Context: an optimization exercise on an open-source flow, tuned for small area, a short achievable clock period and few clock cycles. The choices shown serve that exercise and are no tape-out recipe.
Where RTL was checked, it was by simulation tests only, not by an equivalence proof against the original.

Setup of 05-15:
==> flow/design.v <==
module codec_core (
    input             clk,
    input             rst,
    input             cmd_valid,
    output            cmd_ready,
    input      [7:0]  cmd_opc,
    input      [4:0]  cmd_width,
    input      [15:0] cmd_len,
    input      [15:0] cmd_count,
    input             in_valid,
    output            in_ready,
    input      [15:0] in_data,
    output            out_valid,
    input             out_ready,
    output     [15:0] out_data,
    output            done,
    output            err,
    output     [3:0]  err_code,
    output     [15:0] err_info
);
    reg        busy;       
    reg        fin;        
    reg        skip;       
    reg        enc, dec, qd, qu, pk, up;   
    reg [4:0]  w;          
    reg [3:0]  p;          
    reg [3:0]  amt;        
    reg [15:0] in_left;    
    reg [15:0] cnt;        
    reg [15:0] W0;         
    reg        ld;         
    reg        tl;         
    reg        rn;         
    reg        inz, in1;   
    reg        cntz, cnt1; 
    reg        crs, need;  
    reg        mA, mB;     
    reg        err_r;
    reg        c_w;        
    reg        c_r;        
    reg        ov;
    reg [15:0] od;
    wire is_q   = qd | qu;
    wire is_rle = enc | dec;
    wire left   = pk | qu;
    wire work = busy & ~fin;
    wire room = ~ov | out_ready;
    wire [15:0] mask;      
    wire [15:0] gep;       
    genvar j;
    generate
        for (j = 0; j < 16; j = j + 1) begin : g_th
            assign mask[j] = w > j;
            assign gep[j]  = p <= j;
        end
    endgenerate
    wire [4:0]  sum   = {1'b0, p} + w;
    wire [4:0]  sum2  = {1'b0, sum[3:0]} + w;
    wire [15:0] m2    = up ? {16{~inz}} : left ? (mask & {16{~tl}}) : 16'hFFFF;
    wire [15:0] selw  = up ? (gep & {16{ld}}) : {16{enc | (dec & ~ld)}};
    wire [15:0] flip  = {qd, 5'd0, qu, 9'd0};
    wire [15:0] X     = (selw & W0) | (~selw & ((in_data & m2) ^ flip));
    wire [15:0] r1    = amt[0] ? {X[0],     X[15:1]}  : X;
    wire [15:0] r2    = amt[1] ? {r1[1:0],  r1[15:2]} : r1;
    wire [15:0] r4    = amt[2] ? {r2[3:0],  r2[15:4]} : r2;
    wire [15:0] R     = amt[3] ? {r4[7:0],  r4[15:8]} : r4;
    wire [15:0] bp_out = left ? ((gep & R) | (~gep & W0)) : (R & mask);
    wire bad  = |(in_data & ~mask);
    wire same = (in_data[7:0] == W0[7:0]) & ~cntz;
    wire [15:0] in_left_m1 = in_left - 16'd1;
    wire [15:0] cnt_m1     = cnt - 16'd1;
    wire        in_left2   = in_left == 16'd2;
    wire        cnt2       = cnt == 16'd2;
    wire in_rdy = mA | (mB & room);
    wire take   = in_valid & in_rdy;
    wire em_r  = work & ((pk & tl) | (up & ~cntz & ((ld & ~crs) | inz)) | (dec & ~ld & ~cntz) |
                         (enc & (tl | ld)) | (enc & ~tl & ~ld & inz & rn));
    wire em_rv = work & up & ~cntz & (~ld | crs) & ~inz;
    wire em_t  = work & (is_q | (pk & ~tl & (crs | in1)) | (dec & ld & ~cntz));
    wire em_tb = work & enc & ~tl & ~ld & rn;
    wire emit  = (room & (em_r | (em_rv & in_valid))) | (take & (em_t | (em_tb & ~same)));
    wire f_1  = work & ((skip & inz) | (is_q & inz) | (pk & ~tl & inz) | (up & cntz & inz) |
                        (dec & ~ld & cntz & inz) | (enc & ~tl & ~ld & inz & ~rn));
    wire f_v  = work & ((skip & in1) | (up & cntz & in1));
    wire f_t  = work & ((is_q & in1) | (pk & ~tl & in1 & ~need) | (dec & ld & in1 & (cntz | cnt1)));
    wire f_r  = work & ((pk & tl) | (up & ~cntz & cnt1 & inz) | (dec & ~ld & ~cntz & cnt1 & inz) |
                        (enc & ld & ~tl & inz & ~rn));
    wire f_rv = work & up & ~cntz & cnt1 & (~ld | crs) & in1;
    wire finish = f_1 | (in_valid & f_v) | (take & f_t) | (room & (f_r | (f_rv & in_valid)));
    wire ecnt     = enc & (tl | ~ld);
    wire cmd_rdy  = ~busy & (~fin | room);
    wire cmd_fire = cmd_valid & cmd_rdy;
    wire c_bp     = cmd_opc[5];
    wire c_q      = cmd_opc[4];
    wire c_dir    = cmd_opc[1];
    wire wbad     = cmd_width == 5'd0 || cmd_width > 5'd16;
    wire skip_c   = (c_bp & wbad) | (~c_bp & ~c_q & c_dir & cmd_len[0]);
    wire c_enc    = ~skip_c & ~c_bp & ~c_q & ~c_dir;
    wire c_dec    = ~skip_c & ~c_bp & ~c_q &  c_dir;
    wire c_qd     = ~skip_c & c_q & ~c_dir;
    wire c_qu     = ~skip_c & c_q &  c_dir;
    wire c_pk     = ~skip_c & c_bp & ~c_dir;
    wire c_up     = ~skip_c & c_bp &  c_dir;
    wire c_inz    = cmd_len == 16'd0;
    wire c_cntz   = ~c_up | (cmd_count == 16'd0);
    wire c_cnt1   = c_up & (cmd_count == 16'd1);
    wire e_brk   = take & ~same & enc & ~tl & rn;
    wire e_tail  = room & work & enc & ~tl & ~ld & inz & rn;
    wire e_start = take & enc & ~rn;
    wire e_ext   = take & same & enc & rn;
    wire d_load  = take & dec & ~ld;
    wire c_dec1  = (emit & (up | dec)) | e_ext | (take & (qu | pk) & ~err_r) | (take & skip & ~c_w);
    wire step    = (take & pk & ~tl) | (emit & up & ~cntz);
    reg inz_n, in1_n, cntz_n, cnt1_n, crs_n, ld_n, tl_n, rn_n;
    always @* begin
        inz_n  = inz;
        in1_n  = in1;
        cntz_n = cntz;
        cnt1_n = cnt1;
        crs_n  = crs;
        ld_n   = ld;
        tl_n   = tl;
        rn_n   = rn;
        if (cmd_fire) begin
            inz_n  = c_inz;
            in1_n  = cmd_len == 16'd1;
            cntz_n = c_cntz;
            cnt1_n = c_cnt1;
            crs_n  = cmd_width[4];
            ld_n   = 1'b0;
            tl_n   = 1'b0;
            rn_n   = 1'b0;
        end else begin
            if (take) begin
                inz_n = in1;
                in1_n = in_left2;
            end
            if (d_load) begin
                cntz_n = in_data[7:0] == 8'd0;
                cnt1_n = in_data[7:0] == 8'd1;
            end else if (e_start | e_brk) begin
                cntz_n = 1'b0;
                cnt1_n = 1'b0;
            end else if (c_dec1) begin
                cntz_n = cnt1;
                cnt1_n = cnt2;
            end
            if (step)
                crs_n = sum2[4];
            if (pk) begin
                if (tl) begin
                    if (room) tl_n = 1'b0;
                end else if (take & in1 & need)
                    tl_n = 1'b1;
            end
            if (up & ~cntz & ~ld & emit)
                ld_n = ~crs;
            if (dec & take)
                ld_n = ~ld;
            if (enc) begin
                if (e_start)
                    rn_n = 1'b1;
                else if (e_tail)
                    rn_n = 1'b0;
                if (tl) begin
                    if (room) tl_n = 1'b0;
                end else if (ld) begin
                    if (e_brk) tl_n = 1'b1;
                    else if (room) ld_n = 1'b0;
                end else if (e_brk | e_tail)
                    ld_n = 1'b1;
            end
        end
    end
    wire busy_n = cmd_fire | (busy & ~(work & finish));
    wire fin_n  = (work & finish) | (fin & ~room);
    wire enc_n  = cmd_fire ? c_enc : enc;
    wire dec_n  = cmd_fire ? c_dec : dec;
    wire q_n    = cmd_fire ? (c_qd | c_qu) : is_q;
    wire pk_n   = cmd_fire ? c_pk : pk;
    wire up_n   = cmd_fire ? c_up : up;
    wire skip_n = cmd_fire ? skip_c : skip;
    wire act_n  = busy_n & ~fin_n & ~inz_n;
    wire mA_n   = act_n & (skip_n | ((up_n | dec_n) & cntz_n));
    wire mB_n   = act_n & (q_n | (pk_n & ~tl_n) | (up_n & ~cntz_n & (~ld_n | crs_n)) |
                           (dec_n & ~cntz_n & (ld_n | cnt1_n)) | (enc_n & ~tl_n));
    always @(posedge clk) begin
        if (rst) begin
            busy <= 1'b0;
            fin  <= 1'b0;
            ov   <= 1'b0;
            mA   <= 1'b0;
            mB   <= 1'b0;
        end else begin
            busy <= busy_n;
            fin  <= fin_n;
            ov   <= emit | (ov & ~out_ready);
            mA   <= mA_n;
            mB   <= mB_n;
        end
        inz  <= inz_n;
        in1  <= in1_n;
        cntz <= cntz_n;
        cnt1 <= cnt1_n;
        crs  <= crs_n;
        ld   <= ld_n;
        tl   <= tl_n;
        rn   <= rn_n;
        if (emit)
            od <= ecnt ? {8'd0, ~cnt[7:0]} : bp_out;
        if (cmd_fire) begin
            enc   <= c_enc;
            dec   <= c_dec;
            qd    <= c_qd;
            qu    <= c_qu;
            pk    <= c_pk;
            up    <= c_up;
            w     <= c_q ? 5'd10 : c_bp ? cmd_width : 5'd8;
            skip  <= skip_c;
            err_r <= skip_c;
            c_w   <= c_bp & wbad;
            c_r   <= c_bp | c_q;
        end else if (take & (qu | pk) & bad)
            err_r <= 1'b1;
        if (cmd_fire)
            in_left <= cmd_len;
        else if (take)
            in_left <= in_left_m1;
        if (cmd_fire) begin
            p    <= c_q ? 4'd6 : (~c_bp & ~c_dir) ? 4'd8 : 4'd0;
            amt  <= c_q ? (c_dir ? 4'd10 : 4'd6) : (~c_bp & ~c_dir) ? 4'd8 : 4'd0;
            need <= cmd_width[4] & (|cmd_width[3:0]);
        end else if (step) begin
            p    <= sum[3:0];
            amt  <= up ? sum[3:0] : 4'd0 - sum[3:0];
            need <= sum2[4] & (|sum2[3:0]);
        end
        if (cmd_fire)
            cnt <= ({16{c_up}} & cmd_count) | {{11{skip_c}}, {5{skip_c}} & ~(cmd_width & {5{c_bp}})};
        else if (d_load)
            cnt <= {8'd0, in_data[7:0]};
        else if (e_start | e_brk)
            cnt <= 16'h00FE;
        else if (c_dec1)
            cnt <= cnt_m1;
        if (cmd_fire)
            W0 <= 16'd0;
        else if (take & pk & ~tl)
            W0 <= crs ? (R & ~gep) : bp_out;
        else if (e_brk | e_tail)
            W0 <= {W0[7:0], in_data[7:0]};
        else if ((up & ~cntz & emit & (crs | ~ld)) | (is_rle & take))
            W0 <= in_data & {16{~inz}};
    end
    assign cmd_ready = cmd_rdy;
    assign in_ready  = in_rdy;
    assign out_valid = ov;
    assign out_data  = od;
    assign done      = fin & room;
    assign err       = err_r;
    assign err_code  = {~c_w & c_r, 1'b0, c_w, ~c_w};
    assign err_info  = ~cnt;
endmodule
clock: 5.0 ns
lec_check: 0
abc_area: 1
cap_margin: 20
core_margin: 2
core_utilization: 40
setup_slack_margin: 2.4
slew_margin: 20
tns_end_percent: 5
standard.sh (not shown) runs the stock make flow with config.mk's settings and CLKGATE_MAP_FILE= SYNTH_SCRIPT=/design/flow/synth_recipe.tcl, a recipe that flattens the netlist after the stock synthesis.
==> flow/flow/run.sh <==
#!/bin/bash
# Standard synthesis, then the standard ORFS layout steps, with buf_2 port
# buffers in place of the platform's default delay-cell buffers.
set -euo pipefail
bash standard.sh synth > synth.log 2>&1
bash standard.sh "BUFFER_PORTS_ARGS=-buffer_cell sky130_fd_sc_hd__buf_2" finish > layout.log 2>&1
Testbench counts of 05-15, summed over its fixed seeds: cycles 53,953.
Input changes introduced in 10-11 (baseline for comparison: 05-15):
--- a/flow/design.v
+++ b/flow/design.v
@@ -33,7 +33,7 @@
     reg        rn;         
     reg        inz, in1;   
     reg        cntz, cnt1; 
-    reg        crs, need;  
+    reg [4:0]  ps;         
     reg        mA, mB;     
     reg        err_r;
     reg        c_w;        
@@ -54,8 +54,9 @@
             assign gep[j]  = p <= j;
         end
     endgenerate
-    wire [4:0]  sum   = {1'b0, p} + w;
-    wire [4:0]  sum2  = {1'b0, sum[3:0]} + w;
+    wire [4:0]  sum2  = {1'b0, ps[3:0]} + w;    
+    wire        crs   = ps[4];                  
+    wire        need  = ps[4] & (|ps[3:0]);     
     wire [15:0] m2    = up ? {16{~inz}} : left ? (mask & {16{~tl}}) : 16'hFFFF;
     wire [15:0] selw  = up ? (gep & {16{ld}}) : {16{enc | (dec & ~ld)}};
     wire [15:0] flip  = {qd, 5'd0, qu, 9'd0};
@@ -109,7 +110,7 @@
     wire e_start = take & enc & ~rn;
     wire e_ext   = take & same & enc & rn;
     wire d_load  = take & dec & ~ld;
-    wire c_dec1  = (emit & (up | dec)) | e_ext | (take & (qu | pk) & ~err_r) | (take & skip & ~c_w);
+    wire c_dec1  = (emit & (up | dec)) | e_ext | (take & ~bad & (qu | pk) & ~err_r);
     wire step    = (take & pk & ~tl) | (emit & up & ~cntz);
     reg inz_n, in1_n, cntz_n, cnt1_n, crs_n, ld_n, tl_n, rn_n;
     always @* begin
@@ -202,7 +203,6 @@
         in1  <= in1_n;
         cntz <= cntz_n;
         cnt1 <= cnt1_n;
-        crs  <= crs_n;
         ld   <= ld_n;
         tl   <= tl_n;
         rn   <= rn_n;
@@ -229,14 +229,15 @@
         if (cmd_fire) begin
             p    <= c_q ? 4'd6 : (~c_bp & ~c_dir) ? 4'd8 : 4'd0;
             amt  <= c_q ? (c_dir ? 4'd10 : 4'd6) : (~c_bp & ~c_dir) ? 4'd8 : 4'd0;
-            need <= cmd_width[4] & (|cmd_width[3:0]);
+            ps   <= cmd_width;
         end else if (step) begin
-            p    <= sum[3:0];
-            amt  <= up ? sum[3:0] : 4'd0 - sum[3:0];
-            need <= sum2[4] & (|sum2[3:0]);
+            p    <= ps[3:0];
+            amt  <= up ? ps[3:0] : 4'd0 - ps[3:0];
+            ps   <= sum2;
         end
         if (cmd_fire)
-            cnt <= ({16{c_up}} & cmd_count) | {{11{skip_c}}, {5{skip_c}} & ~(cmd_width & {5{c_bp}})};
+            cnt <= c_bp ? (wbad ? ~{11'd0, cmd_width} : c_dir ? cmd_count : 16'hFFFF) :
+                   c_q ? 16'hFFFF : (c_dir & cmd_len[0]) ? ~cmd_len : 16'd0;
         else if (d_load)
             cnt <= {8'd0, in_data[7:0]};
         else if (e_start | e_brk)
==> results.txt <==
- Going from 05-15 to 10-11, area fraction in compound gates after synthesis rose 3.3 points, flip-flop and latch share of the layout cell area fell 0.86 points, CTS sink count rose 3, post-CTS setup-driven buffer insertion count rose 19%.
- Against 05-15, 10-11 comes in 1.6% higher on placed cell area.
- 05-15 → 10-11: synthesized netlist cell count comparable; area after synthesis went up about 2%; flip-flop and latch count saw an increase; overall routed net length climbed about 9%; fraction of area in multi-input gates level.
- Total routing resource utilization after global routing (lower): 05-15
No functional check of the RTL was part of 10-11.

-- afterwards: timing with drivers on the ports --
The results above use ideal ports. As a check the final layouts listed here were re-extracted and re-timed, cells and wires unchanged. Step 1 (the two cells are an assumption about what drives the block):
set clk [get_ports {clk}]
set_driving_cell -lib_cell sky130_fd_sc_hd__clkbuf_16 $clk
set_driving_cell -lib_cell sky130_fd_sc_hd__buf_2 [delete_from_list [all_inputs] $clk]
Step 2, shift: input delay + t, output delay - t, t = (earliest + latest rising clock arrival at the registers) / 2. This alone moves slack from input paths to output paths. Slacks: ideal / step 1 / step 2; pairs: ideal / step 1.
run	t, ns	slack for setup (ns)	clock arrival spread, ns	pins driven straight from the clock port
05-15	0.417	2.172 / 2.150 / 1.856	0.016 / 0.016	1
10-11	0.414	2.315 / 2.284 / 1.952	0.017 / 0.017	1
After both steps setup and hold are still met in every run listed. For 10-11, which loses most, drivers alone change the setup slack by -0.031 ns; drivers and shift together by -0.363 ns.
